Background: an optimization exercise with open tools, aiming at small area. Do not read the settings as production practice. In this exercise RTL edits were held to simulation tests only and were not proved equivalent to the original. No driver is modelled on the clock port, so clock power and skew are understated where the tree is cut down; a real chip needs a root buffer or a tree. Power figures rest on the tool's default switching activity, not on a simulated workload.

===== flow/design.v =====
module ad57xx_ctrl (
    input  wire        clk,
    input  wire        rst,            
    input  wire        cfg_dual,       
    input  wire        cfg_readback,   
    input  wire        req_valid,
    output wire        req_ready,
    input  wire [3:0]  req_op,
    input  wire [1:0]  req_kind,
    input  wire [2:0]  req_sel,
    input  wire [2:0]  req_tag,
    input  wire [15:0] req_val,
    input  wire [2:0]  req_ch,
    input  wire        req_on,
    input  wire [15:0] req_value,
    input  wire [3:0]  req_cfg,
    input  wire [2:0]  req_range,
    input  wire [15:0] req_raw,
    output wire        rsp_valid,
    output wire [1:0]  rsp_result,
    output wire [2:0]  rsp_tag,
    output wire [23:0] rsp_data,
    output wire [7:0]  rsp_terr,
    output wire        tx_valid,
    output wire        tx_xfer,
    output wire [23:0] tx_frame,
    input  wire        tx_done,
    input  wire        tx_err,
    input  wire [7:0]  tx_ecode,
    input  wire [23:0] tx_rx
);
    localparam [3:0] S_IDLE = 4'b0000;   
    localparam [3:0] S_TXR  = 4'b0001;   
    localparam [3:0] S_TXX  = 4'b0011;   
    localparam [3:0] S_TXW  = 4'b0010;   
    localparam [3:0] S_TXRP = 4'b0101;   
    localparam [3:0] S_TXXP = 4'b0111;   
    localparam [3:0] S_ROK  = 4'b1000;   
    localparam [3:0] S_RINV = 4'b1001;   
    localparam [3:0] S_RERR = 4'b1010;   
    localparam [3:0] S_RENC = 4'b1100;   
    localparam [3:0] S_RDEC = 4'b1110;   
    reg [3:0]  state;
    reg        released;
    reg [3:0]  cfg_shadow;
    reg [15:0] pwr_shadow;   
    reg        pwr_set;      
    reg [1:0]  dk;
    reg [2:0]  ds;
    reg [15:0] dp;
    function legal_ch;
        input       dual;
        input [2:0] a;
        begin
            if (dual)
                legal_ch = (a == 3'd0) || (a == 3'd2) || (a == 3'd4);
            else
                legal_ch = (a <= 3'd4);
        end
    endfunction
    function [3:0] pumask;
        input       dual;
        input [2:0] a;
        begin
            if (a == 3'd4)
                pumask = dual ? 4'h5 : 4'hF;
            else
                pumask = 4'h1 << a;
        end
    endfunction
    function cmd_ok;
        input       dual;
        input [1:0] kind;
        input [2:0] sel;
        begin
            case (kind)
                2'd0, 2'd1: cmd_ok = legal_ch(dual, sel);
                2'd2:       cmd_ok = 1'b1;
                default:    cmd_ok = !sel[1];
            endcase
        end
    endfunction
    wire idle    = (state == S_IDLE);
    wire st_txr  = !state[3] && !state[1] && state[0];     
    wire xchg    = !state[3] && state[1] && state[0];      
    wire pw      = !state[3] && state[2];                  
    wire st_txw  = (state == S_TXW);
    wire in_tx   = !state[3] && (state[1:0] != 2'b00);
    wire rsp_st  = state[3];
    wire st_renc = (state == S_RENC);
    wire st_rdec = (state == S_RDEC);
    assign req_ready = idle;
    wire accept = req_valid && idle;
    wire [3:0] op = req_op;
    wire op_enc  = (op == 4'h0);
    wire op_wr   = (op == 4'h1);
    wire op_rd   = (op == 4'h2);
    wire op_pwr  = (op == 4'h3);
    wire op_dac  = (op == 4'h4);
    wire op_scfg = (op == 4'h5);
    wire op_gcfg = (op == 4'h6);
    wire op_rng  = (op == 4'h7);
    wire op_clr  = (op == 4'h8) || (op == 4'h9);
    wire op_dstr = (op == 4'hA);
    wire op_dec  = (op == 4'hB);
    wire uses_ch = op_pwr || op_dac || op_rng;
    wire fixed_cfg = op_scfg || op_gcfg;
    wire rb = cfg_readback;
    reg [1:0] n_dk;
    reg [2:0] n_ds;
    always @* begin
        n_dk = req_kind;
        n_ds = req_sel;
        if (uses_ch) begin
            n_dk = {op_pwr, op_rng};
            n_ds = req_ch;
        end
        if (fixed_cfg) begin
            n_dk = 2'd3;
            n_ds = 3'd1;
        end
        if (op_clr) begin
            n_dk = 2'd3;
            n_ds = {2'b10, op[0]};
        end
    end
    wire ch_ok  = legal_ch(cfg_dual, req_ch);
    wire cmd_v  = cmd_ok(cfg_dual, req_kind, req_sel);
    wire k_cfg  = (req_kind == 2'd3) && (req_sel == 3'd1);    
    reg  tag_v;
    always @* begin
        case (req_kind)
            2'd0: tag_v = (req_tag == 3'd1);
            2'd1: tag_v = (req_tag == 3'd2) && (req_val[15:3] == 13'd0) && !(req_val[2] && req_val[1]);
            2'd2: tag_v = (req_tag == 3'd3);
            default: tag_v = k_cfg ? ((req_tag == 3'd4) && (req_val[15:4] == 12'd0))
                                   : (req_tag == 3'd0);
        endcase
    end
    wire dec_err_in = (req_kind == 2'd3) && !k_cfg;
    wire invalid = ((op_enc || op_wr) && !(cmd_v && tag_v)) ||
                   ((op_rd || op_dec) && !cmd_v) ||
                   (uses_ch && !ch_ok) ||
                   (op_rng && req_range[2] && req_range[1]);
    reg [3:0] n_state;
    always @* begin
        n_state = S_TXW;
        if (op_enc) n_state = S_RENC;
        if (op_rd || (rb && op_gcfg)) n_state = S_TXR;
        if (rb && op_pwr) n_state = S_TXRP;
        if (op_gcfg && !rb) n_state = S_RDEC;
        if (op_dstr) n_state = S_ROK;
        if (op_dec) n_state = dec_err_in ? S_RERR : S_RDEC;
        if (invalid) n_state = S_RINV;
        if (released || op[3:2] == 2'b11) n_state = S_IDLE;
    end
    wire dk_cfg  = (dk == 2'd3) && (ds == 3'd1);
    wire rv_all  = !((req_kind == 2'd3) && !k_cfg);
    wire s_val  = idle && (op_enc || op_wr);
    wire s_vdc  = idle && op_dac;
    wire s_raw  = idle && op_dec;
    wire s_pwr  = idle && op_pwr && !rb;
    wire s_rx   = xchg && tx_done && !pw;
    wire s_rxp  = xchg && tx_done && pw;
    wire [2:0] m_ch = idle ? req_ch : ds;
    wire       m_on = idle ? req_on : dk[0];
    wire [3:0] m    = pumask(cfg_dual, m_ch);
    wire       m_en = s_pwr || s_rxp;
    wire       pset = s_pwr && pwr_set;
    wire dp_hold = !(idle || (xchg && tx_done));
    wire [15:0] k_val = {16{s_val && rv_all}};
    wire [15:0] k_raw = {16{s_raw}};
    wire [15:0] k_rx  = {16{s_rx}} |
                        {{12{s_rxp}}, {4{s_rxp}} & ~m};
    wire [15:0] k_pwr = {{12{pset}}, {4{pset}} & ~m};
    wire [15:0] n_dp = (k_val & req_val) |
                       ({16{s_vdc}} & req_value) |
                       (k_raw & req_raw) |
                       (k_pwr & pwr_shadow) |
                       (k_rx  & tx_rx[15:0]) |
                       ({12'd0, {4{idle && op_scfg}} & req_cfg}) |
                       ({12'd0, {4{idle && op_gcfg && !rb}} & cfg_shadow}) |
                       ({13'd0, {3{idle && op_rng}} & req_range}) |
                       ({12'd0, {4{m_en && m_on}} & m}) |
                       ({16{dp_hold}} & dp);
    wire [2:0] addr = (dk[1] && (!dk[0] || pw)) ? 3'd0 : ds;
    assign tx_valid = in_tx;
    assign tx_xfer  = xchg;
    assign tx_frame = {st_txr, 2'b00, dk[1] | xchg, (dk[0] && !pw) | xchg, addr & {3{!xchg}}, dp};
    wire tx_fail = tx_done && tx_err;
    assign rsp_valid  = rsp_st || tx_fail || (tx_done && st_txw);
    assign rsp_result = {(state == S_RERR) || tx_fail, (state == S_RINV) || tx_fail};
    assign rsp_tag    = {3{st_rdec}} & {dk[1] & dk[0], dk[1] ^ dk[0], !dk[0]};
    wire rd_fill = st_rdec && (dk == 2'd1) && dp[2] && dp[1];
    wire rd_hi   = st_renc || (st_rdec && !dk[0]);
    wire rd_3    = st_renc || (st_rdec && (dk != 2'd1));
    wire rd_lo   = st_renc || st_rdec;
    assign rsp_data   = {3'b000, {5{st_renc}} & {dk, addr},
                         ({12{rd_hi}} & dp[15:4]) | {12{rd_fill}},
                         (rd_3 & dp[3]) | rd_fill,
                         {2{rd_lo}} & dp[2:1],
                         (rd_lo & dp[0]) | rd_fill};
    assign rsp_terr   = {8{tx_fail}} & tx_ecode;
    always @(posedge clk) begin
        dp <= n_dp;
        if (idle) begin
            dk   <= {n_dk[1], (op_pwr && rb) ? req_on : n_dk[0]};
            ds   <= n_ds;
        end
        if (xchg && pw && tx_done)
            dk[0] <= 1'b0;
        if (rst) begin
            state      <= S_IDLE;
            released   <= 1'b0;
            cfg_shadow <= 4'b0100;
            pwr_set    <= 1'b0;
        end else begin
            if (accept) begin
                state <= n_state;
                if (op_dstr)
                    released <= 1'b1;
            end
            if (st_txr && tx_done)
                state <= tx_err ? S_IDLE : (state | 4'b0010);
            if (xchg && tx_done)
                state <= tx_err ? S_IDLE : pw ? S_TXW :
                         (dk == 2'd3 && !dk_cfg) ? S_RERR : S_RDEC;
            if (st_txw && tx_done) begin
                if (!tx_err) begin
                    if (dk_cfg)
                        cfg_shadow <= dp[3:0];
                    if (dk == 2'd2) begin
                        pwr_shadow <= dp;
                        pwr_set    <= 1'b1;
                    end
                end
                state <= S_IDLE;
            end
            if (rsp_st)
                state <= S_IDLE;
        end
    end
endmodule

===== flow/flow/run.sh =====
#!/bin/bash
# The standard ORFS layout (standard.sh), with these changes:
#  - synthesis optimises the logic with ABC's &deepsyn and maps it with the
#    &nf area mapper, run twice (flow/synth.tcl, flow/area.abc); the
#    registers are the standard synthesis's;
#  - the port buffers, and the buffers synthesis puts on pass-through and
#    constant outputs, are single-drive buffers (sky130_fd_sc_hd__buf_1);
#  - clock tree synthesis inserts no dummy loads.
# make's output goes to standard_flow.log; ORFS keeps each step's log under orfs/logs.
set -euo pipefail
here=$(pwd)
export FLOW_WORK=$here
export FLOW_ABC_SCRIPT=$here/flow/area.abc
bash standard.sh SYNTH_SCRIPT=$here/flow/synth.tcl \
  MIN_BUF_CELL_AND_PORTS="sky130_fd_sc_hd__buf_1 A X" \
  BUFFER_PORTS_ARGS="-buffer_cell sky130_fd_sc_hd__buf_1" \
  CTS_ARGS="-sink_clustering_enable -repair_clock_nets -dont_use_dummy_load" \
  finish > standard_flow.log 2>&1

===== flow/flow/area.abc =====
strash
&get -n
&deepsyn -J 300 -T 900
&put
&get -n
&st
&dch -f
&nf -R 1000
&put
strash
&get -n
&st
&dch -f
&nf -R 1000
&put

===== flow/flow/synth.tcl =====
# The standard flow's synthesis (synth_recipe.tcl) with one change: Yosys's abc pass runs
# the area script flow/area.abc (ABC's &deepsyn, then the &nf mapper run twice)
# instead of ORFS's.
proc abc {args} {
  set i [lsearch -exact $args -script]
  if { $i >= 0 } {
    lset args [expr { $i + 1 }] $::env(FLOW_ABC_SCRIPT)
  }
  yosys abc {*}$args
}
source $::env(FLOW_WORK)/synth_recipe.tcl

===== flow/standard.sh =====
#!/bin/bash
# synth_recipe.tcl (not shown) runs the flow's synth.tcl, then flattens the netlist and writes it again
# the make line also repeats each setting of config.mk as NAME=value (left out here)
make -C /OpenROAD-flow-scripts/flow DESIGN_CONFIG=/design/flow/config.mk WORK_HOME=/design/flow/orfs CLKGATE_MAP_FILE= SYNTH_SCRIPT=/design/flow/synth_recipe.tcl "${@:-finish}"

===== flow/config.mk =====
export PLATFORM = sky130hd
export DESIGN_NAME = ad57xx_ctrl
export DESIGN_NICKNAME = ad57xx_ctrl
export VERILOG_FILES = /design/flow/design.v
export SDC_FILE = /design/flow/constraint.sdc
export NUM_CORES = 4
export LEC_CHECK = 0
export ABC_AREA = 1
export CAP_MARGIN = 10
export CORE_MARGIN = 2
export CORE_UTILIZATION = 45
export GPL_TIMING_DRIVEN = 0
export PLACE_DENSITY = 0.65
export SLEW_MARGIN = 10

===== flow/constraint.sdc =====
create_clock -name core_clock -period 6.0 [get_ports {clk}]
set_input_delay 1.2000 -clock core_clock [delete_from_list [all_inputs] [get_ports {clk}]]
set_output_delay 1.2000 -clock core_clock [all_outputs]
set_load 0.01 [all_outputs]

==> flow_summary.json, run 1 <==
{
  "cts_root_buf": "clkbuf_8",
  "yosysUniqueCellTypes": 40,
  "status": "complete, no violations",
  "yosysWarnings": 1,
  "hold_violations": 0,
  "ioPinCount": 175,
  "routed-via-count": 3341,
  "grt_usage": 0.276,
  "critPathSlowestCell": "and2_0",
  "drive_gt1_frac": 0.0257,
  "grt_max_degree": 20,
  "skew_ns": 0.0205,
  "reg2reg_depth": 8,
  "fin_crit_ns": 3.94,
  "drtIter0Drc": 295,
  "cpPeakStageDelay_ns": 0.78,
  "place_congestion": 0.880,
  "wl_mm": 9.61,
  "fin_nets": 621,
  "avgSynthCellArea_um2": 8.41,
  "power.leakage_nw": 1.39,
  "numCtsBuffers": 5,
  "syn_inst": 332,
  "path_cells": "buf_1 > and2_0 > nor3b_1 > nand2_1 > nor2_1 > and2_0 > a22oi_1 > mux2i_1 > a221oi_1 > nand2_1",
  "cts.htree.levels": 2,
  "synth_area_leaders": "edfxtp_1, dfxtp_1, a222oi_1",
  "yosysTopAreaCellShare": 0.215,
  "slew-limit-headroom": 0.153,
  "final_common_cell": "buf_1",
  "critical_path.max_fanout": 16,
  "synth_edf_count": 20,
  "min_delay_path_depth": 2,
  "cap_violations": 0,
  "syn-cell-area_um2": 2790,
  "synthToLayoutAreaGrowth_pct": 30.1,
  "worstMarginPinSlew_ns": 1.27,
  "utilization": 0.610,
  "grt_pass1_vias": 2748,
  "antenna_cells": 0,
  "fin_cells": 581,
  "antenna_found_initial": 0,
  "drc_errors": 0,
  "dp_hpwl_mm": 7.34,
  "fmax_ghz": 0.254,
  "cts.path.max_buffers": 2,
  "cts.sinks": 47,
  "post_cts_resized": 0,
  "whs_ns": 0.480,
  "portBuffers": 161,
  "die-area_um2": 6850,
  "insertion_delay_ns": 0.31,
  "start_kind": "primary input",
  "critPathKind": "primary input to flop",
  "path_delay_family": "simple AND/OR/NAND/NOR gates",
  "arrival_ns": 4.18,
  "dieWidth_um": 82.8,
  "end_kind": "flop",
  "drtAntennaViolNets": 0,
  "p_total_mw": 1.14,
  "post_drt_via_cell_ratio": 5.75,
  "peakVddDrop_mv": 0.180,
  "design.core.area_um2": 5960,
  "postCtsHoldBufs": 0,
  "period_share": 0.657,
  "p_per_area_nw_per_um2": 313,
  "setup_violations": 0,
  "critical_path_required_ns": 6.23,
  "firstDrtPassIters": 5,
  "wl_per_cell_um": 16.5,
  "yosys_register_bits": 47,
  "start_util": 0.469,
  "ys_seq_area_frac": 0.409,
  "layout_common_cells": "buf_1, nand2_1, nor2_1",
  "final_max_slew_viol_count": 0,
  "place_inst": 576,
  "cts_tree": "built",
  "grt-ovfl-total": 0,
  "worst-path-stages": 10,
  "hp-class": "flop to flop",
  "n_fill_cell": 576,
  "grt_pass1_wl_mm": 14.1,
  "rows": 28,
  "setup_tns_ns": 0,
  "yosysTopAreaCell": "edfxtp_1",
  "synth_ff_type": "dfxtp_1",
  "post_cts_buffers": 0,
  "async_flop_share": 0,
  "rsz0062_at_grt": "no",
  "die_h_um": 82.8,
  "clk_pin_slew_worst_paths_ns": 0.07,
  "critPathBufInv": 1
}
==> cells in the mapped netlist (all sizes together) (3+ instances only) <==
master,number
a211oi,4
a21boi,4
a21oi,11
a222oi,30
a22o,5
a22oi,4
a31oi,4
and2,8
and3,15
buf,6
clkinv,10
dfxtp,27
edfxtp,20
ha,3
mux2i,5
nand2,66
nand2b,7
nand3,9
nor2,33
nor2b,4
nor3,5
nor3b,4
nor4,6
o21ai,17
==> per-stage QoR <==
step / setup WS (ns) / cell area (µm²)
final: 2.06 / 3630
after global routing: 1.77 / 3630
after global placement: 0.0713 / 3500
after floorplan: 1.82 / 2810
after CTS: 2.12 / 3630
after detailed placement: 1.85 / 3560
==> layer usage <==
layer | vias to the layer above | global-route usage | wire length [µm]
met4 | 0 | 0.0443 | 50
met2 | 163 | 0.449 | 4450
li1 | 1627 | - | -
met1 | 1545 | 0.387 | 4260
met3 | 6 | 0.0543 | 852
met5 | - | 0 | 0
==> flip-flops by register name (all words and copies together), names as in the netlist <==
register    cells
dp             16
pwr_shadow     16
cfg_shadow      4
state           4
ds              3
dk              2
pwr_set         1
released        1
==> kinds of logic (layout without fill, tap and decap cells) <==
group,Yosys count,in the layout,synth area share
buffers and inverters,16,186,0.0215
muxes,5,5,0.0179
other,1,5,0.00134
adders and majority gates,3,3,0.0134
AOI/OAI and AO/OA,90,90,0.244
DFF,47,47,0.409
xor gates and xnor gates,2,2,0.00628
and+or+nand+nor,168,168,0.286
==> path summary, 6_finish.rpt <==
check,slack (ns),startpoint,end
hold / removal,0.48,cfg_shadow[2],cfg_shadow[2]
setup / recovery,2.06,req_op[1],dp[2]
setup reg to reg,2.82,state[1],dp[3]
hold reg to reg,0.48,cfg_shadow[2],cfg_shadow[2]
==> area by class of cell <==
cell class                 count  area, µm²  share of cell area
timing repair buffer         165        646               0.178
clock buffer                   5       68.8              0.0190
buffer                         6       22.5             0.00620
tap                           75       93.8              0.0258
inverter                      10       37.5              0.0103
multi-input combinational    273       1620               0.447
sequential                    47       1140               0.314
==> worst register-to-register path: stages, from the launching register on <==
cell      delay (ns)
dfxtp_1         0.64
and3b_1         0.31
and2_0          0.99
nor2_2          0.15
buf_8           0.23
a222oi_1        0.26
o21ai_0         0.14
a311oi_1        0.20
o21ai_0         0.11
==> where the power goes <==
group          internal, mW  total, mW  switching [mW]
Sequential            0.409      0.495          0.0867
Clock                0.0753      0.174          0.0983
Combinational         0.181      0.468           0.288
Total                 0.665       1.14           0.473
==> inputs of run 2 (changes only) <==
--- a/flow/flow/run.sh
+++ b/flow/flow/run.sh
@@ -1,6 +1,6 @@
 #!/bin/bash
 # The standard ORFS layout (standard.sh), with these changes:
-#  - synthesis optimises the logic with ABC's &deepsyn and maps it with the
-#    &nf area mapper, run twice (flow/synth.tcl, flow/area.abc); the
+#  - synthesis maps the logic with each of flow/area*.abc (ABC's &deepsyn
+#    and &nf area mapper) and keeps the smallest (flow/synth.tcl); the
 #    registers are the standard synthesis's;
 #  - the port buffers, and the buffers synthesis puts on pass-through and
@@ -11,5 +11,5 @@
 here=$(pwd)
 export FLOW_WORK=$here
-export FLOW_ABC_SCRIPT=$here/flow/area.abc
+export FLOW_FLOW_DIR=$here/flow
 bash standard.sh SYNTH_SCRIPT=$here/flow/synth.tcl \
   MIN_BUF_CELL_AND_PORTS="sky130_fd_sc_hd__buf_1 A X" \
==> flow/flow/area1.abc (new file) <==
strash
&get -n
&deepsyn -J 300 -T 900
&put
&get -n
&st
&dch -f
&nf -R 1000
&put
strash
&get -n
&st
&dch -f
&nf -R 1000
&put
==> flow/flow/area2.abc (new file) <==
strash
&get -n
&deepsyn -J 300 -T 900 -S 2
&put
&get -n
&st
&dch -f
&nf -R 1000
&put
strash
&get -n
&st
&dch -f
&nf -R 1000
&put
==> flow/flow/area3.abc (new file) <==
strash
&get -n
&deepsyn -J 300 -T 900
&put
&get -n
&st
&nf -R 1000
&put
strash
&get -n
&st
&dch -f
&nf -R 1000
&put
==> flow/flow/area4.abc (new file) <==
strash
&get -n
&st
&dch -f
&nf -R 1000
&put
strash
&get -n
&st
&dch -f
&nf -R 1000
&put
==> flow/flow/synth.tcl (replaced) <==
# The standard flow's synthesis (synth_recipe.tcl) with one change: Yosys's abc pass maps
# the logic with each area script flow/area*.abc in turn (ABC's &deepsyn
# and &nf area mapper) and keeps the smallest result.  The registers are
# mapped before abc, so they are the standard synthesis's.
proc abc {args} {
  set i [lsearch -exact $args -script]
  set j [lsearch -exact $args -liberty]
  if { $i < 0 || $j < 0 } {
    yosys abc {*}$args
    return
  }
  set lib [lindex $args [expr { $j + 1 }]]
  set scripts [lsort [glob $::env(FLOW_FLOW_DIR)/area*.abc]]
  set stat_file $::env(FLOW_WORK)/abc_area_stat.txt
  yosys design -save my_pre_abc
  set best_area ""
  set best_script ""
  foreach script $scripts {
    yosys design -load my_pre_abc
    lset args [expr { $i + 1 }] $script
    yosys abc {*}$args
    yosys tee -q -o $stat_file stat -liberty $lib
    set f [open $stat_file r]
    set text [read $f]
    close $f
    regexp {Chip area for module '[^']*': ([0-9.]+)} $text -> area
    puts "abc script [file tail $script]: area $area"
    if { $best_area eq "" || $area < $best_area } {
      set best_area $area
      set best_script $script
      yosys design -save my_best_abc
    }
  }
  puts "abc: keeping [file tail $best_script] (area $best_area)"
  yosys design -load my_best_abc
}
source $::env(FLOW_WORK)/synth_recipe.tcl
removed: flow/flow/area.abc
==> run 2 against run 1 <==
Still clean on timing, DRC and antenna. Global-route usage is 0.15 points lower. Sequential share of layout area rose by 0.20 points. Cell count rose by 0.17%. Power rose by 1.5%. Combinational power grew 3%. Die area down 0.51%. Core utilization down 0.38 points. Critical endpoint is now dp[3]. Largest cell class unchanged. Largest power group unchanged.
==> flow_summary.json, run 2 <==
{
  "cts_tree": "built",
  "syn-cell-area_um2": 2780,
  "slew-limit-headroom": 0.153,
  "whs_ns": 0.484,
  "worstMarginPinSlew_ns": 1.27,
  "p_per_area_nw_per_um2": 320,
  "synth_ff_type": "dfxtp_1",
  "period_share": 0.659,
  "setup_tns_ns": 0,
  "largestRegisters": "dp (16), pwr_shadow (16)",
  "drtAntennaViolNets": 0,
  "die-area_um2": 6810,
  "start_kind": "primary input",
  "yosysWarnings": 1,
  "fin_nets": 622,
  "clk_pin_slew_worst_paths_ns": 0.10,
  "end_kind": "flop",
  "firstDrtPassIters": 9,
  "syn_inst": 333,
  "design.core.area_um2": 5960,
  "antenna_cells": 0,
  "cap_violations": 0,
  "wl_per_cell_um": 16.7,
  "wl_mm": 9.72,
  "fin_ws_ns": 2.04,
  "grt_usage": 0.274,
  "power.leakage_nw": 1.39,
  "drtIter0Drc": 400,
  "cts.path.max_buffers": 2,
  "setup_violations": 0,
  "yosysTopAreaCellShare": 0.216,
  "place_congestion": 0.905,
  "final_max_slew_viol_count": 0,
  "cts.htree.levels": 2,
  "status": "complete, no violations",
  "cts.sinks": 47,
  "final_common_cell": "buf_1",
  "rsz0062_at_grt": "no",
  "cts_root_buf": "clkbuf_8",
  "synth_area_leaders": "edfxtp_1, dfxtp_1, nand2_1",
  "ys_seq_area_frac": 0.411,
  "avgSynthCellArea_um2": 8.34,
  "fmax_ghz": 0.253,
  "arrival_ns": 4.15,
  "peakVddDrop_mv": 0.160,
  "dp_hpwl_mm": 7.41,
  "fin_crit_ns": 3.96,
  "post_cts_resized": 0,
  "postCtsHoldBufs": 0,
  "dieWidth_um": 82.6,
  "numCtsBuffers": 5,
  "skew_ns": 0.0291,
  "rows": 28,
  "synthTopCellsByCount": "nand2_1, nor2_1, dfxtp_1",
  "hold_violations": 0,
  "grt-ovfl-total": 0,
  "start_util": 0.466,
  "critical_path_required_ns": 6.20,
  "die_h_um": 82.6,
  "drive_gt1_frac": 0.0237,
  "ioPinCount": 175,
  "portBuffers": 161,
  "synth_edf_count": 20,
  "cpPeakStageDelay_ns": 1.05,
  "yosysMostFrequentCell": "nand2_1",
  "post_drt_via_cell_ratio": 5.94,
  "routed-via-count": 3455,
  "pre_cts_slack_ns": 1.81,
  "drc_errors": 0,
  "yosysUniqueCellTypes": 42,
  "critPathKind": "primary input to flop",
  "insertion_delay_ns": 0.31,
  "grt_max_degree": 20,
  "grt_pass1_vias": 2811,
  "yosys_register_bits": 47,
  "yosysTopAreaCell": "edfxtp_1",
  "hp-class": "flop to flop",
  "antenna_found_initial": 0,
  "layout_common_cells": "buf_1, nand2_1, nor2_1",
  "critPathSlowestCell": "and2_0",
  "synthToLayoutAreaGrowth_pct": 30.0,
  "async_flop_share": 0,
  "post_cts_buffers": 0,
  "critical_path.max_fanout": 19,
  "path_cells": "buf_1 > and2_0 > nor2_1 > buf_4 > a221oi_1 > o21ai_0 > a311o_1",
  "grt_pass1_wl_mm": 14.1
}
## run 2: cell count changes after synthesis, moves of 4 or more
cell and delta:
a21oi_1 +4, a222oi_1 -4, nand2_1 +4, nand3_1 -5, nor3_1 +7, nor3b_1 -4
## run 2: routing by layer
layer | wire, µm | up-vias | track usage
li1 | - | 1632 | -
met5 | 0 | - | 0
met3 | 927 | 22 | 0.0565
met2 | 4480 | 203 | 0.447
met1 | 4160 | 1598 | 0.373
met4 | 148 | 0 | 0.0705
## run 2: path summary, 6_finish.rpt
kind | start | endpoint | slack (ns) | cells after the start
max | tx_done | dp[3] | 2.04 | 7
min | pwr_set | pwr_set | 0.48 | 2
max reg2reg | state[1] | dp[3] | 2.43 | 8
min reg2reg | pwr_set | pwr_set | 0.48 | 2
## run 2: final cells by class
type | count | area, µm²
plain buffers | 6 | 22.5
clock buffers | 5 | 68.8
fillers | 564 | 2350
inverters | 10 | 37.5
multi-input cells | 274 | 1600
flip-flops and latches | 47 | 1140
well taps | 75 | 93.8
repair buffers | 165 | 642
## run 2: stage by stage
stage / util / cells / cell area [µm²] / total power [mW]
3_3_place_gp: 0.586 / 573 / 3490 / 0.953
2_1_floorplan: - / 337 / 2790 / 0.772
6_report: 0.606 / 582 / 3610 / 1.15
3_5_place_dp: 0.593 / 576 / 3530 / 0.976
5_1_grt: 0.606 / 582 / 3610 / 1.23
4_1_cts: 0.605 / 581 / 3600 / 1.15
## run 2: logic make-up (layout without fill, tap and decap cells)
group | after synthesis | in the layout | share of synthesized area
AOI/OAI and AO/OA | 95 | 95 | 0.260
and+or+nand+nor | 165 | 165 | 0.271
adders and majority gates | 3 | 3 | 0.0135
other | 1 | 5 | 0.00135
DFF | 47 | 47 | 0.411
xor gates and xnor gates | 2 | 2 | 0.00631
muxes | 4 | 4 | 0.0144
buffers and inverters | 16 | 186 | 0.0216
## run 2: worst max-delay path: cells and delay by family
family / cells / cell delay [ns]
AOI/OAI and AO/OA: 3 / 0.74
buffers and inverters: 2 / 0.72
and+or+nand+nor: 2 / 1.48
## run 2: power breakdown
group	total (mW)	internal [mW]	leakage (nW)	switching, mW
combinational	0.481	0.168	0.949	0.313
clock	0.177	0.0754	0.0359	0.102
sequential	0.496	0.413	0.408	0.0833
==> inputs of run 3 (changes only) <==
--- a/flow/flow/run.sh
+++ b/flow/flow/run.sh
@@ -6,5 +6,6 @@
 #  - the port buffers, and the buffers synthesis puts on pass-through and
 #    constant outputs, are single-drive buffers (sky130_fd_sc_hd__buf_1);
-#  - clock tree synthesis inserts no dummy loads.
+#  - clock tree synthesis inserts no dummy loads, and the clock port then
+#    drives the tree's leaf buffers directly (flow/post_cts.tcl).
 # make's output goes to standard_flow.log; ORFS keeps each step's log under orfs/logs.
 set -euo pipefail
@@ -16,3 +17,4 @@
   BUFFER_PORTS_ARGS="-buffer_cell sky130_fd_sc_hd__buf_1" \
   CTS_ARGS="-sink_clustering_enable -repair_clock_nets -dont_use_dummy_load" \
+  POST_CTS_TCL=$here/flow/post_cts.tcl \
   finish > standard_flow.log 2>&1
==> flow/flow/post_cts.tcl (new file) <==
set block [ord::get_db_block]
set root [$block findInst clkbuf_0_clk]
if { $root != "NULL" } {
  set out [[$root findITerm X] getNet]
  set loads 0
  set all_bufs 1
  foreach it [$out getITerms] {
    if { [$it isInputSignal] } {
      incr loads
      if { ![string match sky130_fd_sc_hd__clkbuf_* [[[$it getInst] getMaster] getName]] } {
        set all_bufs 0
      }
    }
  }
  if { $loads <= 4 && $all_bufs } {
    puts "post_cts: removing clock root buffer [$root getName] ($loads leaf buffers)"
    remove_buffers [get_cells [$root getName]]
  } else {
    puts "post_cts: keeping clock root buffer [$root getName] ($loads loads)"
  }
}
--- a/flow/config.mk
+++ b/flow/config.mk
@@ -7,8 +7,8 @@
 export LEC_CHECK = 0
 export ABC_AREA = 1
-export CAP_MARGIN = 10
+export CAP_MARGIN = 0
 export CORE_MARGIN = 2
 export CORE_UTILIZATION = 45
 export GPL_TIMING_DRIVEN = 0
 export PLACE_DENSITY = 0.65
-export SLEW_MARGIN = 10
+export SLEW_MARGIN = 0
==> run 3 against run 2 <==
Still clean. Sequential cell count unchanged. Combinational power down 2%. Fmax down 3.7%. Global-route usage down 0.65 points. Area after synthesis unchanged. Routed wire length down 0.33%. Via count down 2.2%. Core utilization down 0.48 points. Highest routed layer unchanged.
==> flow_summary.json, run 3 <==
{
  "status": "complete, no violations",
  "slew-limit-headroom": 0.0466,
  "rsz0062_at_grt": "no",
  "antenna_cells": 0,
  "drtIter0Drc": 384,
  "p_total_mw": 1.11,
  "setup_violations": 0,
  "wl_mm": 9.69,
  "grt_pass1_vias": 2788,
  "start_util": 0.466,
  "hold_violations": 0,
  "clockPowerShare": 0.130,
  "post_drt_via_cell_ratio": 5.84,
  "final_max_slew_viol_count": 0,
  "pwr-share-seq": 0.445,
  "wl_per_cell_um": 16.7,
  "comb_power_share": 0.425,
  "p_switching_mw": 0.477,
  "dieWidth_um": 82.6,
  "antenna_found_initial": 0,
  "synth_edf_count": 20,
  "avgSynthCellArea_um2": 8.34,
  "routed-via-count": 3379,
  "p_per_area_nw_per_um2": 311,
  "r2r_setup_slack_ns": 2.43,
  "synth_ff_type": "dfxtp_1",
  "hp-class": "flop to flop",
  "syn_inst": 333,
  "yosysTopAreaCell": "edfxtp_1",
  "dp_hpwl_mm": 7.40,
  "end_kind": "flop",
  "period_share": 0.685,
  "yosysUniqueCellTypes": 42,
  "start_kind": "primary input",
  "grt_usage": 0.268,
  "n_fill_cell": 593,
  "setup_tns_ns": 0,
  "grt_pass1_wl_mm": 13.8,
  "place_congestion": 0.905,
  "grt_max_degree": 20,
  "synthTopCellsByCount": "nand2_1, nor2_1, dfxtp_1",
  "critical_path.max_fanout": 19,
  "yosys_register_bits": 47,
  "r2r-end": "dp[3]",
  "die_h_um": 82.6,
  "clk_pin_slew_worst_paths_ns": 0.10,
  "design.core.area_um2": 5960,
  "power.leakage_nw": 1.38,
  "cts.sinks": 47,
  "fmax_ghz": 0.243,
  "yosysWarnings": 1,
  "critical_path_required_ns": 6.06,
  "synthToLayoutAreaGrowth_pct": 28.9,
  "firstDrtPassIters": 7,
  "switching_share": 0.429,
  "reg2reg_from": "state[1]",
  "drive_gt1_frac": 0.0179,
  "min_from": "pwr_set",
  "min_to": "pwr_set",
  "cap_violations": 0,
  "rows": 28,
  "fin_nets": 619,
  "drc_errors": 0,
  "power.internal_mw": 0.635,
  "grt-ovfl-total": 0,
  "arrival_ns": 4.16,
  "portBuffers": 161,
  "insertion_delay_ns": 0.16,
  "ys_seq_area_frac": 0.411,
  "layout_common_cells": "buf_1, nand2_1, nor2_1",
  "yosysMostFrequentCell": "nand2_1",
  "skew_ns": 0.0315,
  "min_delay_path_depth": 2,
  "syn-cell-area_um2": 2780,
  "critPathKind": "primary input to flop",
  "fin_crit_ns": 4.11,
  "synth_area_leaders": "edfxtp_1, dfxtp_1, nand2_1",
  "peakVddDrop_mv": 0.164,
  "final_common_cell": "buf_1",
  "yosysTopAreaCellShare": 0.216,
  "die-area_um2": 6810,
  "ioPinCount": 175,
  "reg2reg_depth": 7,
  "largestRegisters": "dp (16), pwr_shadow (16)",
  "drtAntennaViolNets": 0,
  "worstMarginPinSlew_ns": 1.42,
  "async_flop_share": 0
}
## run 3: worst max-delay path: stages
cell and delay [ns]:
buf_1 0.39, and2_0 1.03, nor2_1 0.67, a221oi_1 0.43, o21ai_0 0.13, a311o_1 0.32
## run 3: final cells by class
cell class | instances | area [µm²] | area share
plain buffers | 6 | 22.5 | 0.00629
repair buffers | 163 | 627 | 0.175
well taps | 75 | 93.8 | 0.0262
inverters | 10 | 37.5 | 0.0105
multi-input cells | 274 | 1600 | 0.448
flip-flops and latches | 47 | 1140 | 0.319
clock buffers | 4 | 55.1 | 0.0154
## run 3: logic make-up after synthesis
| family | after synthesis | synth area share |
|---|---|---|
| other cells | 1 | 0.00135 |
| simple gates | 165 | 0.271 |
| xor+xnor | 2 | 0.00631 |
| mux | 4 | 0.0144 |
| compound gates | 95 | 0.260 |
| fa+ha+maj | 3 | 0.0135 |
| buf+inv | 16 | 0.0216 |
| flops | 47 | 0.411 |
## run 3: worst max path at each step
stage,endpoint,cells past startpoint,slack [ns],start
floorplan,dp[3],5,3.04,req_op[2]
global placement,dp[3],6,1.57,req_op[2]
detailed placement,dp[3],6,1.71,tx_done
global route,dp[3],6,1.57,tx_done
finish,dp[3],6,1.89,tx_done
## run 3: per-stage QoR
stage | std cells | setup WS (ns) | hold WS [ns] | utilization | instance area [µm²]
6_report | 579 | 1.89 | 0.482 | 0.601 | 3580
5_1_grt | 579 | 1.57 | 0.511 | 0.601 | 3580
3_3_place_gp | 573 | 1.57 | 0.454 | 0.586 | 3490
2_1_floorplan | 337 | 3.04 | 0.430 | - | 2790
3_5_place_dp | 575 | 1.71 | 0.457 | 0.591 | 3520
## run 3: routing by layer
layer,GRT usage,share of wire
met4,0.0623,0.011
met1,0.372,0.44
met5,0,0
met2,0.448,0.47
met3,0.0315,0.079
## run 3: power by group through the flow
stage | clock, mW | sequential (mW) | combinational (mW)
6_report | 0.144 | 0.495 | 0.473
3_5_place_dp | 0 | 0.502 | 0.465
5_1_grt | 0.157 | 0.505 | 0.519
2_1_floorplan | 0 | 0.492 | 0.280
3_3_place_gp | 0 | 0.499 | 0.454
==> inputs of run 4 (changes only) <==
--- a/flow/config.mk
+++ b/flow/config.mk
@@ -7,8 +7,8 @@
 export LEC_CHECK = 0
 export ABC_AREA = 1
-export CAP_MARGIN = 0
+export CAP_MARGIN = 10
 export CORE_MARGIN = 2
 export CORE_UTILIZATION = 45
 export GPL_TIMING_DRIVEN = 0
 export PLACE_DENSITY = 0.65
-export SLEW_MARGIN = 0
+export SLEW_MARGIN = 10
==> run 4 against run 3 <==
Still clean on timing, DRC and antenna. Area after synthesis did not move. Global-route usage rose by 0.44 points. Critical path depth rose by 1. First-iteration DRC count did not move. Hold slack got worse by 0.0021 ns. Sequential power barely moved. Non-clock buffer count rose by 2. Critical path type unchanged. Largest cell class unchanged.
==> flow_summary.json, run 4 <==
{
  "status": "complete, no violations",
  "yosysTopAreaCell": "edfxtp_1",
  "synth_ff_type": "dfxtp_1",
  "grt-ovfl-total": 0,
  "cpPeakStageDelay_ns": 1.07,
  "yosysTopAreaCellShare": 0.216,
  "r2r-end": "dp[3]",
  "r2r_setup_slack_ns": 2.40,
  "insertion_delay_ns": 0.15,
  "end_kind": "flop",
  "cts.sinks": 47,
  "rows": 28,
  "synth_area_leaders": "edfxtp_1, dfxtp_1, nand2_1",
  "critical_path_required_ns": 6.04,
  "power.leakage_nw": 1.39,
  "start_util": 0.466,
  "syn_inst": 333,
  "drtIter0Drc": 384,
  "reg2reg_from": "state[1]",
  "start_kind": "primary input",
  "place_congestion": 0.905,
  "yosysUniqueCellTypes": 42,
  "min_delay_path_depth": 2,
  "async_flop_share": 0,
  "cap_violations": 0,
  "critPathBufInv": 2,
  "critPathSlowestCell": "and2_0",
  "grt_usage": 0.272,
  "drive_gt1_frac": 0.0217,
  "final_max_slew_viol_count": 0,
  "critPathKind": "primary input to flop",
  "design.core.area_um2": 5960,
  "setup_violations": 0,
  "reg2reg_depth": 8,
  "ys_seq_area_frac": 0.411,
  "slew-limit-headroom": 0.137,
  "yosys_register_bits": 47,
  "min_to": "pwr_set",
  "fin_crit_ns": 4.15,
  "dieWidth_um": 82.6,
  "fmax_ghz": 0.241,
  "final_common_cell": "buf_1",
  "clk_pin_slew_worst_paths_ns": 0.10,
  "portBuffers": 161,
  "ioPinCount": 175,
  "avgSynthCellArea_um2": 8.34,
  "synthToLayoutAreaGrowth_pct": 29.5,
  "synth_edf_count": 20,
  "yosysMostFrequentCell": "nand2_1",
  "hp-class": "flop to flop",
  "grt_max_degree": 20,
  "path_cells": "buf_1 > and2_0 > nor2_1 > buf_4 > a221oi_1 > o21ai_0 > a311o_1",
  "die-area_um2": 6810,
  "firstDrtPassIters": 8,
  "setup_tns_ns": 0,
  "syn-cell-area_um2": 2780,
  "path_delay_family": "simple AND/OR/NAND/NOR gates",
  "arrival_ns": 4.19,
  "hold_violations": 0,
  "drc_errors": 0,
  "top_layer_used": "met4",
  "synthTopCellsByCount": "nand2_1, nor2_1, dfxtp_1",
  "dp_hpwl_mm": 7.41,
  "period_share": 0.691,
  "worstMarginPinSlew_ns": 1.29,
  "skew_ns": 0.0283,
  "critical_path.max_fanout": 19,
  "routed-via-count": 3455,
  "drtAntennaViolNets": 0,
  "rsz0062_at_grt": "no",
  "layout_common_cells": "buf_1, nand2_1, nor2_1",
  "post_drt_via_cell_ratio": 5.95,
  "antenna_cells": 0,
  "wl_met3_um": 972,
  "largestRegisters": "dp (16), pwr_shadow (16)",
  "wl_per_cell_um": 16.7,
  "wl_met2_mm": 4.46,
  "fin_nets": 621,
  "grt_pass1_wl_mm": 14.0,
  "peakVddDrop_mv": 0.159,
  "yosysWarnings": 1,
  "min_from": "pwr_set",
  "grt_pass1_vias": 2802,
  "die_h_um": 82.6,
  "antenna_found_initial": 0,
  "wl_met1_mm": 4.12,
  "p_total_mw": 1.12,
  "wl_mm": 9.72,
  "p_per_area_nw_per_um2": 313
}
==> run 4: cell counts after synthesis <==
No cell type changed its count.
==> run 4: cell type report <==
cell class,instances,area (µm²)
Inverter,10,37.5
Fill cell,564,2360
Sequential cell,47,1140
Timing Repair Buffer,165,642
Clock buffer,4,55.1
Buffer,6,22.5
Tap cell,75,93.8
Multi-Input combinational cell,274,1600
==> run 4: power by group <==
group          internal [mW]  switching [mW]  leakage, nW
clock                 0.0612          0.0851       0.0288
combinational          0.168           0.314        0.949
sequential             0.413          0.0834        0.408
==> run 4: cell families after synthesis <==
logic type      after synthesis  synth area share
simple gates                165             0.271
compound gates               95             0.260
flops                        47             0.411
buf+inv                      16            0.0216
mux                           4            0.0144
fa+ha+maj                     3            0.0135
xor+xnor                      2           0.00631
other cells                   1           0.00135
==> run 4: worst register-to-register path: stages (launching register included) <==
cell	delay [ns]
dfxtp_1	0.55
clkinv_1	0.21
nor2_1	0.22
and2_0	1.02
nor2_1	0.46
buf_4	0.32
a221oi_1	0.29
o21ai_0	0.12
a311o_1	0.32
==> run 4: worst max path at each step <==
stage	startpoint	endpoint	slack [ns]	cells past startpoint
floorplan	req_op[2]	dp[3]	3.04	5
global placement	req_op[2]	dp[3]	1.57	6
detailed placement	tx_done	dp[3]	1.81	7
global route	tx_done	dp[3]	1.67	7
finish	tx_done	dp[3]	1.85	7
==> run 4: layer usage <==
metal,up-vias,global-route usage
li1,1635,-
met3,18,0.0576
met1,1602,0.370
met4,0,0.0672
met2,200,0.444
met5,-,0
==> run 4: per-stage QoR <==
stage / worst slack, ns / hold slack (ns) / std cells / area [µm²] / utilization
after global placement: 1.57 / 0.454 / 573 / 3490 / 0.586
after detailed placement: 1.81 / 0.458 / 576 / 3530 / 0.593
after global routing: 1.67 / 0.507 / 581 / 3590 / 0.604
after floorplan: 3.04 / 0.430 / 337 / 2790 / -
final: 1.85 / 0.480 / 581 / 3590 / 0.604
==> inputs of run 5 (changes only) <==
--- a/flow/flow/run.sh
+++ b/flow/flow/run.sh
@@ -4,6 +4,7 @@
 #    and &nf area mapper) and keeps the smallest (flow/synth.tcl); the
 #    registers are the standard synthesis's;
-#  - the port buffers, and the buffers synthesis puts on pass-through and
-#    constant outputs, are single-drive buffers (sky130_fd_sc_hd__buf_1);
+#  - synthesis puts no buffers on pass-through and constant outputs
+#    (SYNTH_INSBUF 0), and the port buffers are single-drive buffers
+#    (sky130_fd_sc_hd__buf_1);
 #  - clock tree synthesis inserts no dummy loads, and the clock port then
 #    drives the tree's leaf buffers directly (flow/post_cts.tcl).
@@ -14,5 +15,5 @@
 export FLOW_FLOW_DIR=$here/flow
 bash standard.sh SYNTH_SCRIPT=$here/flow/synth.tcl \
-  MIN_BUF_CELL_AND_PORTS="sky130_fd_sc_hd__buf_1 A X" \
+  SYNTH_INSBUF=0 \
   BUFFER_PORTS_ARGS="-buffer_cell sky130_fd_sc_hd__buf_1" \
   CTS_ARGS="-sink_clustering_enable -repair_clock_nets -dont_use_dummy_load" \
==> run 5 against run 4 <==
Hold slack got worse by 0.0047 ns. Sequential share of layout area increased by 0.18 points. Combinational power decreased by 3%. Die area decreased by 0.77%. Core utilization about the same. Fmax increased by 9.1%. Clock power about the same. Register-to-register slack improved by 0.36 ns. Non-clock buffer count decreased by 7. Via count decreased by 2.4%.
==> flow_summary.json, run 5 <==
{
  "cpPeakStageDelay_ns": 0.82,
  "skew_ns": 0.0231,
  "worstMarginPinSlew_ns": 1.22,
  "syn_inst": 327,
  "yosysUniqueCellTypes": 41,
  "yosysTopAreaCellShare": 0.218,
  "drtAntennaViolNets": 0,
  "routed-via-count": 3373,
  "critPathKind": "primary input to flop",
  "hold_violations": 0,
  "syn-cell-area_um2": 2750,
  "whs_ns": 0.475,
  "fmax_ghz": 0.263,
  "hp-class": "flop to flop",
  "layout_common_cells": "buf_1, nand2_1, nor2_1",
  "final_common_cell": "buf_1",
  "grt_usage": 0.280,
  "start_kind": "primary input",
  "synth-simple-area-share": 0.274,
  "rows": 28,
  "drtIter0Drc": 293,
  "drc_errors": 0,
  "yosysWarnings": 1,
  "ys_seq_area_frac": 0.414,
  "ioPinCount": 175,
  "setup_tns_ns": 0,
  "fin_nets": 614,
  "p_per_area_nw_per_um2": 312,
  "place_congestion": 0.914,
  "grt_pass1_wl_mm": 14.6,
  "post_drt_via_cell_ratio": 5.88,
  "antenna_found_initial": 0,
  "status": "complete, no violations",
  "peakVddDrop_mv": 0.158,
  "fin_crit_ns": 3.80,
  "portBuffers": 161,
  "wl_per_cell_um": 17.1,
  "end_kind": "flop",
  "firstDrtPassIters": 8,
  "start_util": 0.465,
  "period_share": 0.634,
  "critical_path.max_fanout": 16,
  "setup_violations": 0,
  "synth_area_leaders": "edfxtp_1, dfxtp_1, nand2_1",
  "async_flop_share": 0,
  "antenna_cells": 0,
  "synthMuxAreaShare": 0.0145,
  "synthAdderAreaFrac": 0.0136,
  "synth_edf_count": 20,
  "grt_max_degree": 20,
  "synth_ff_type": "dfxtp_1",
  "drive_gt1_frac": 0.0220,
  "arrival_ns": 3.89,
  "path_cells": "buf_1 > nand2_1 > nor3_1 > nand2_1 > nor2_1 > and2_0 > a22oi_1 > o221ai_1 > a221o_1",
  "critical_path_required_ns": 6.09,
  "insertion_delay_ns": 0.15,
  "grt-ovfl-total": 0,
  "critPathBufInv": 1,
  "synth_top_family_by_area": "simple AND/OR/NAND/NOR gates",
  "avgSynthCellArea_um2": 8.42,
  "rsz0062_at_grt": "no",
  "synth_compound_area_frac": 0.263,
  "die_h_um": 82.2,
  "clk_pin_slew_worst_paths_ns": 0.09,
  "synthToLayoutAreaGrowth_pct": 29.8,
  "design.core.area_um2": 5920,
  "yosysTopAreaCell": "edfxtp_1",
  "slew-limit-headroom": 0.181,
  "largestRegisters": "dp (16), pwr_shadow (16)",
  "power.leakage_nw": 1.38,
  "cap_violations": 0,
  "cts.sinks": 47,
  "grt_pass1_vias": 2964,
  "yosysMostFrequentCell": "nand2_1",
  "final_max_slew_viol_count": 0,
  "critPathSlowestCell": "and2_0",
  "dp_hpwl_mm": 7.54,
  "wl_mm": 9.79,
  "die-area_um2": 6760,
  "synth_xor_xnor_area_share": 0.00636,
  "yosys_register_bits": 47,
  "path_delay_family": "simple AND/OR/NAND/NOR gates",
  "dieWidth_um": 82.2,
  "path_common_cell": "nand2_1",
  "synthTopCellsByCount": "nand2_1, nor2_1, dfxtp_1"
}
==> run 5: metrics by stage <==
stage | std cells | total power, mW | setup slack, ns | util | area, µm²
after global routing | 574 | 1.19 | 1.87 | 0.604 | 3570
final | 574 | 1.11 | 2.20 | 0.604 | 3570
after floorplan | 331 | 0.771 | 3.04 | - | 2770
after detailed placement | 570 | 0.966 | 2.08 | 0.594 | 3520
after global placement | 567 | 0.954 | 1.70 | 0.586 | 3470
==> run 5: logic make-up after synthesis <==
logic type / after synthesis
DFF: 47
AOI/OAI and AO/OA: 95
and+or+nand+nor: 165
adders and majority gates: 3
muxes: 4
xor gates and xnor gates: 2
buffers and inverters: 10
other: 1
==> run 5: worst paths after layout <==
check	startpoint	endpoint	slack, ns	cells past startpoint
worst max-delay path	req_op[1]	dp[0]	2.20	9
worst min-delay path	pwr_set	pwr_set	0.48	2
worst max register to register	state[1]	dp[3]	2.76	7
worst min register to register	pwr_set	pwr_set	0.48	2
==> run 5: per-layer routing <==
layer | routed length [µm] | track usage
met1 | 4180 | 0.384
met2 | 4770 | 0.478
met3 | 789 | 0.0435
met4 | 42 | 0.0383
met5 | 0 | 0
==> run 5: final cells by class <==
type                       instances  area [µm²]
fill                             606        2350
multi-input combinational        274        1610
sequential                        47        1140
timing repair buffer             164         642
tap                               75        93.8
clock buffer                       4        55.1
inverter                          10        37.5
==> run 5: report_power, final <==
group	total, mW	switching, mW	internal, mW
clock	0.147	0.0858	0.0612
sequential	0.498	0.0855	0.412
combinational	0.470	0.309	0.161
==> run 5: tightest hold or removal path: stages (launching register included) <==
cell	delay, ns
dfxtp_1	0.33
a21oi_1	0.04
nor2_1	0.07
==> inputs of run 6 (changes only) <==
==> flow/flow/run.sh (replaced) <==
#!/bin/bash
# The standard ORFS layout (standard.sh), with these changes:
#  - synthesis maps the logic with each of flow/area*.abc (ABC's &deepsyn
#    and &nf area mapper, then ABC's buffering and sizing for the loads)
#    and keeps the smallest (flow/synth.tcl); the registers are the
#    standard synthesis's;
#  - the port buffers, and the buffers synthesis puts on pass-through and
#    constant outputs, are single-drive buffers (sky130_fd_sc_hd__buf_1);
#  - clock tree synthesis inserts no dummy loads, and the clock port then
#    drives the tree's leaf buffers directly (flow/post_cts.tcl).
# make's output goes to standard_flow.log; ORFS keeps each step's log under orfs/logs.
set -euo pipefail
here=$(pwd)
export FLOW_WORK=$here
export FLOW_FLOW_DIR=$here/flow
bash standard.sh SYNTH_SCRIPT=$here/flow/synth.tcl \
  MIN_BUF_CELL_AND_PORTS="sky130_fd_sc_hd__buf_1 A X" \
  BUFFER_PORTS_ARGS="-buffer_cell sky130_fd_sc_hd__buf_1" \
  CTS_ARGS="-sink_clustering_enable -repair_clock_nets -dont_use_dummy_load" \
  POST_CTS_TCL=$here/flow/post_cts.tcl \
  finish > standard_flow.log 2>&1
--- a/flow/flow/area1.abc
+++ b/flow/flow/area1.abc
@@ -14,2 +14,8 @@
 &nf -R 1000
 &put
+
+topo
+stime -c
+buffer -c
+upsize -c
+dnsize -c
--- a/flow/flow/area2.abc
+++ b/flow/flow/area2.abc
@@ -14,2 +14,8 @@
 &nf -R 1000
 &put
+
+topo
+stime -c
+buffer -c
+upsize -c
+dnsize -c
--- a/flow/flow/area3.abc
+++ b/flow/flow/area3.abc
@@ -13,2 +13,8 @@
 &nf -R 1000
 &put
+
+topo
+stime -c
+buffer -c
+upsize -c
+dnsize -c
==> flow/flow/area4.abc (replaced) <==
strash
&get -n
&st
&dch -f
&nf -R 1000
&put
strash
&get -n
&st
&dch -f
&nf -R 1000
&put

topo
stime -c
buffer -c
upsize -c
dnsize -c
==> run 6 against run 5 <==
Cell count rose by 3.7%. Power grew 4.4%. Synthesized cell count increased by 7.0%. Largest power group is now combinational logic.
==> flow_summary.json, run 6 <==
{
  "status": "complete, no violations",
  "fmax_ghz": 0.298,
  "synth_ff_type": "dfxtp_1",
  "portBuffers": 160,
  "antenna_found_initial": 0,
  "yosysUniqueCellTypes": 53,
  "ys_seq_area_frac": 0.393,
  "drive_gt1_frac": 0.0463,
  "start_util": 0.462,
  "placed_area_um2": 3610,
  "p_per_area_nw_per_um2": 317,
  "min_delay_path_depth": 2,
  "synthToLayoutAreaGrowth_pct": 26.5,
  "whs_ns": 0.475,
  "comb_power_share": 0.445,
  "worst-path-stages": 9,
  "synth_edf_count": 20,
  "syn_inst": 350,
  "syn-cell-area_um2": 2900,
  "cap_violations": 0,
  "worstMarginPinSlew_ns": 1.09,
  "hp-class": "flop to flop",
  "yosysWarnings": 1,
  "yosysTopAreaCellShare": 0.207,
  "critPathBufInv": 2,
  "start_kind": "flop",
  "drtIter0Drc": 297,
  "fin_area_um2": 3670,
  "path_delay_family": "simple AND/OR/NAND/NOR gates",
  "setup_violations": 0,
  "path_cells": "nand2_1 > nor2_1 > nand2_1 > nor2_1 > or2_2 > clkbuf_1 > nand2_1 > nand2_1 > buf_1",
  "die-area_um2": 7100,
  "firstDrtPassIters": 10,
  "die_h_um": 84.3,
  "fin_crit_ns": 3.36,
  "wl_mm": 10.0,
  "switching_share": 0.432,
  "final_max_slew_viol_count": 0,
  "cpPeakStageDelay_ns": 0.47,
  "dieWidth_um": 84.3,
  "peakVddDrop_mv": 0.167,
  "skew_ns": 0.0271,
  "fin_cells": 595,
  "fin_nets": 633,
  "rsz0062_at_grt": "no",
  "post_drt_via_cell_ratio": 5.83,
  "critical_path_required_ns": 4.80,
  "antenna_cells": 0,
  "rows": 29,
  "setup_tns_ns": 0,
  "clockPowerShare": 0.124,
  "reg2reg_depth": 9,
  "arrival_ns": 2.16,
  "place_congestion": 0.947,
  "synth_area_leaders": "edfxtp_1, dfxtp_1, a222oi_1",
  "wl_per_cell_um": 16.9,
  "period_share": 0.559,
  "p_switching_mw": 0.502,
  "avgSynthCellArea_um2": 8.29,
  "grt_pass1_vias": 3162,
  "path_common_cell": "nand2_1",
  "critical_path.max_fanout": 10,
  "drc_errors": 0,
  "async_flop_share": 0,
  "slew-limit-headroom": 0.267,
  "design.core.area_um2": 6280,
  "routed-via-count": 3470,
  "drtAntennaViolNets": 0,
  "insertion_delay_ns": 0.15,
  "pwr-share-seq": 0.431,
  "grt_usage": 0.276,
  "dp_hpwl_mm": 7.92,
  "grt-ovfl-total": 0,
  "layout_common_cells": "buf_1, nand2_1, nor2_1",
  "cts.sinks": 47,
  "yosysMostFrequentCell": "nand2_1",
  "yosysTopAreaCell": "edfxtp_1",
  "power.internal_mw": 0.662,
  "critPathSlowestCell": "dfxtp_1",
  "power.leakage_nw": 1.47,
  "final_common_cell": "buf_1",
  "largestRegisters": "dp (16), pwr_shadow (16)",
  "place_inst": 591,
  "synthTopCellsByCount": "nand2_1, nor2_1, dfxtp_1",
  "grt_pass1_wl_mm": 15.7,
  "ioPinCount": 175,
  "critPathKind": "flop to output pin",
  "clk_pin_slew_worst_paths_ns": 0.08,
  "yosys_register_bits": 47,
  "hold_violations": 0,
  "end_kind": "output pin",
  "grt_max_degree": 17
}
## run 6: power groups by stage
stage          Clock [mW]  Sequential, mW  Combinational [mW]
6_report            0.144           0.501               0.518
5_1_grt             0.156           0.509               0.572
3_5_place_dp            0           0.506               0.512
3_3_place_gp            0           0.503               0.505
2_1_floorplan           0           0.489               0.328
## run 6: kinds of logic (layout without fill, tap and decap cells)
family / count (synthesis) / in the layout / share of synthesized area
and+or+nand+nor: 165 / 165 / 0.268
AOI/OAI and AO/OA: 95 / 95 / 0.249
DFF: 47 / 47 / 0.393
buffers and inverters: 33 / 197 / 0.0505
muxes: 4 / 4 / 0.0181
adders and majority gates: 3 / 3 / 0.0129
xor gates and xnor gates: 2 / 2 / 0.00604
other: 1 / 5 / 0.00129
## run 6: cell type report
type / instances / area [µm²]
multi-input combinational: 274 / 1630
sequential: 47 / 1140
clock buffer: 4 / 55.1
buffer: 23 / 109
inverter: 10 / 37.5
fill: 641 / 2610
timing repair buffer: 160 / 601
tap: 77 / 96.3
## run 6: path summary, 6_finish.rpt
path	slack [ns]	startpoint	endpoint
min	0.47	pwr_set	pwr_set
max reg2reg	3.57	state[0]	dp[3]
max	2.64	state[3]	rsp_data[6]
min reg2reg	0.47	pwr_set	pwr_set
## run 6: worst register-to-register path, cell delays in order (launching register included)
cell	delay, ns
dfxtp_1	0.31
buf_4	0.17
nor2_4	0.13
nand2_2	0.10
inv_2	0.09
buf_6	0.19
nand2_1	0.16
nor3_1	0.51
nor2_1	0.25
a311o_1	0.40
## run 6: stage by stage
| stage | utilization | total power, mW | worst slack [ns] |
|---|---|---|---|
| 3_3_place_gp | 0.575 | 1.01 | 2.62 |
| 5_1_grt | 0.585 | 1.24 | 2.39 |
| 6_report | 0.585 | 1.16 | 2.64 |
| 2_1_floorplan | - | 0.817 | 3.15 |
| 3_5_place_dp | 0.576 | 1.02 | 2.72 |
## run 6: routing by layer
metal | vias up | wire (µm) | global-route usage
met5 | - | 0 | 0
met1 | 1625 | 4290 | 0.379
met4 | 0 | 117 | 0.0616
met2 | 180 | 4750 | 0.459
met3 | 9 | 888 | 0.0442
li1 | 1656 | - | -

[static timing again, ports no longer ideal]
The results above use ideal ports. As a check the final layouts listed here were re-extracted and re-timed, cells and wires unchanged. Step 1 (the two cells are an assumption about what drives the block):
set clk [get_ports {clk}]
set_driving_cell -lib_cell sky130_fd_sc_hd__clkbuf_16 $clk
set_driving_cell -lib_cell sky130_fd_sc_hd__buf_2 [delete_from_list [all_inputs] $clk]
Step 2 moves the port delays by t, midway between the first and last clock arrival at a register: inputs arrive t later, outputs are due t later. That takes back most of the time a late clock gives input paths. a / b / c = ideal ports / drivers / drivers and shift; a / b = the first two.
run	t (ns)	setup slack, ns	worst hold slack (ns)	pins driven straight from the clock port
run 1	0.325	2.056 / 2.062 / 1.737	0.480 / 0.480 / 0.480	1
run 2	0.327	2.044 / 2.051 / 1.725	0.484 / 0.484 / 0.484	1
run 3	0.195	1.891 / 1.923 / 1.729	0.482 / 0.482 / 0.482	4
run 4	0.197	1.853 / 1.889 / 1.692	0.480 / 0.480 / 0.480	4
run 5	0.199	2.199 / 2.226 / 2.028	0.475 / 0.475 / 0.475	4
run 6	0.193	2.644 / 2.590 / 2.676	0.475 / 0.475 / 0.475	4
After both steps setup and hold are still met in every run listed.
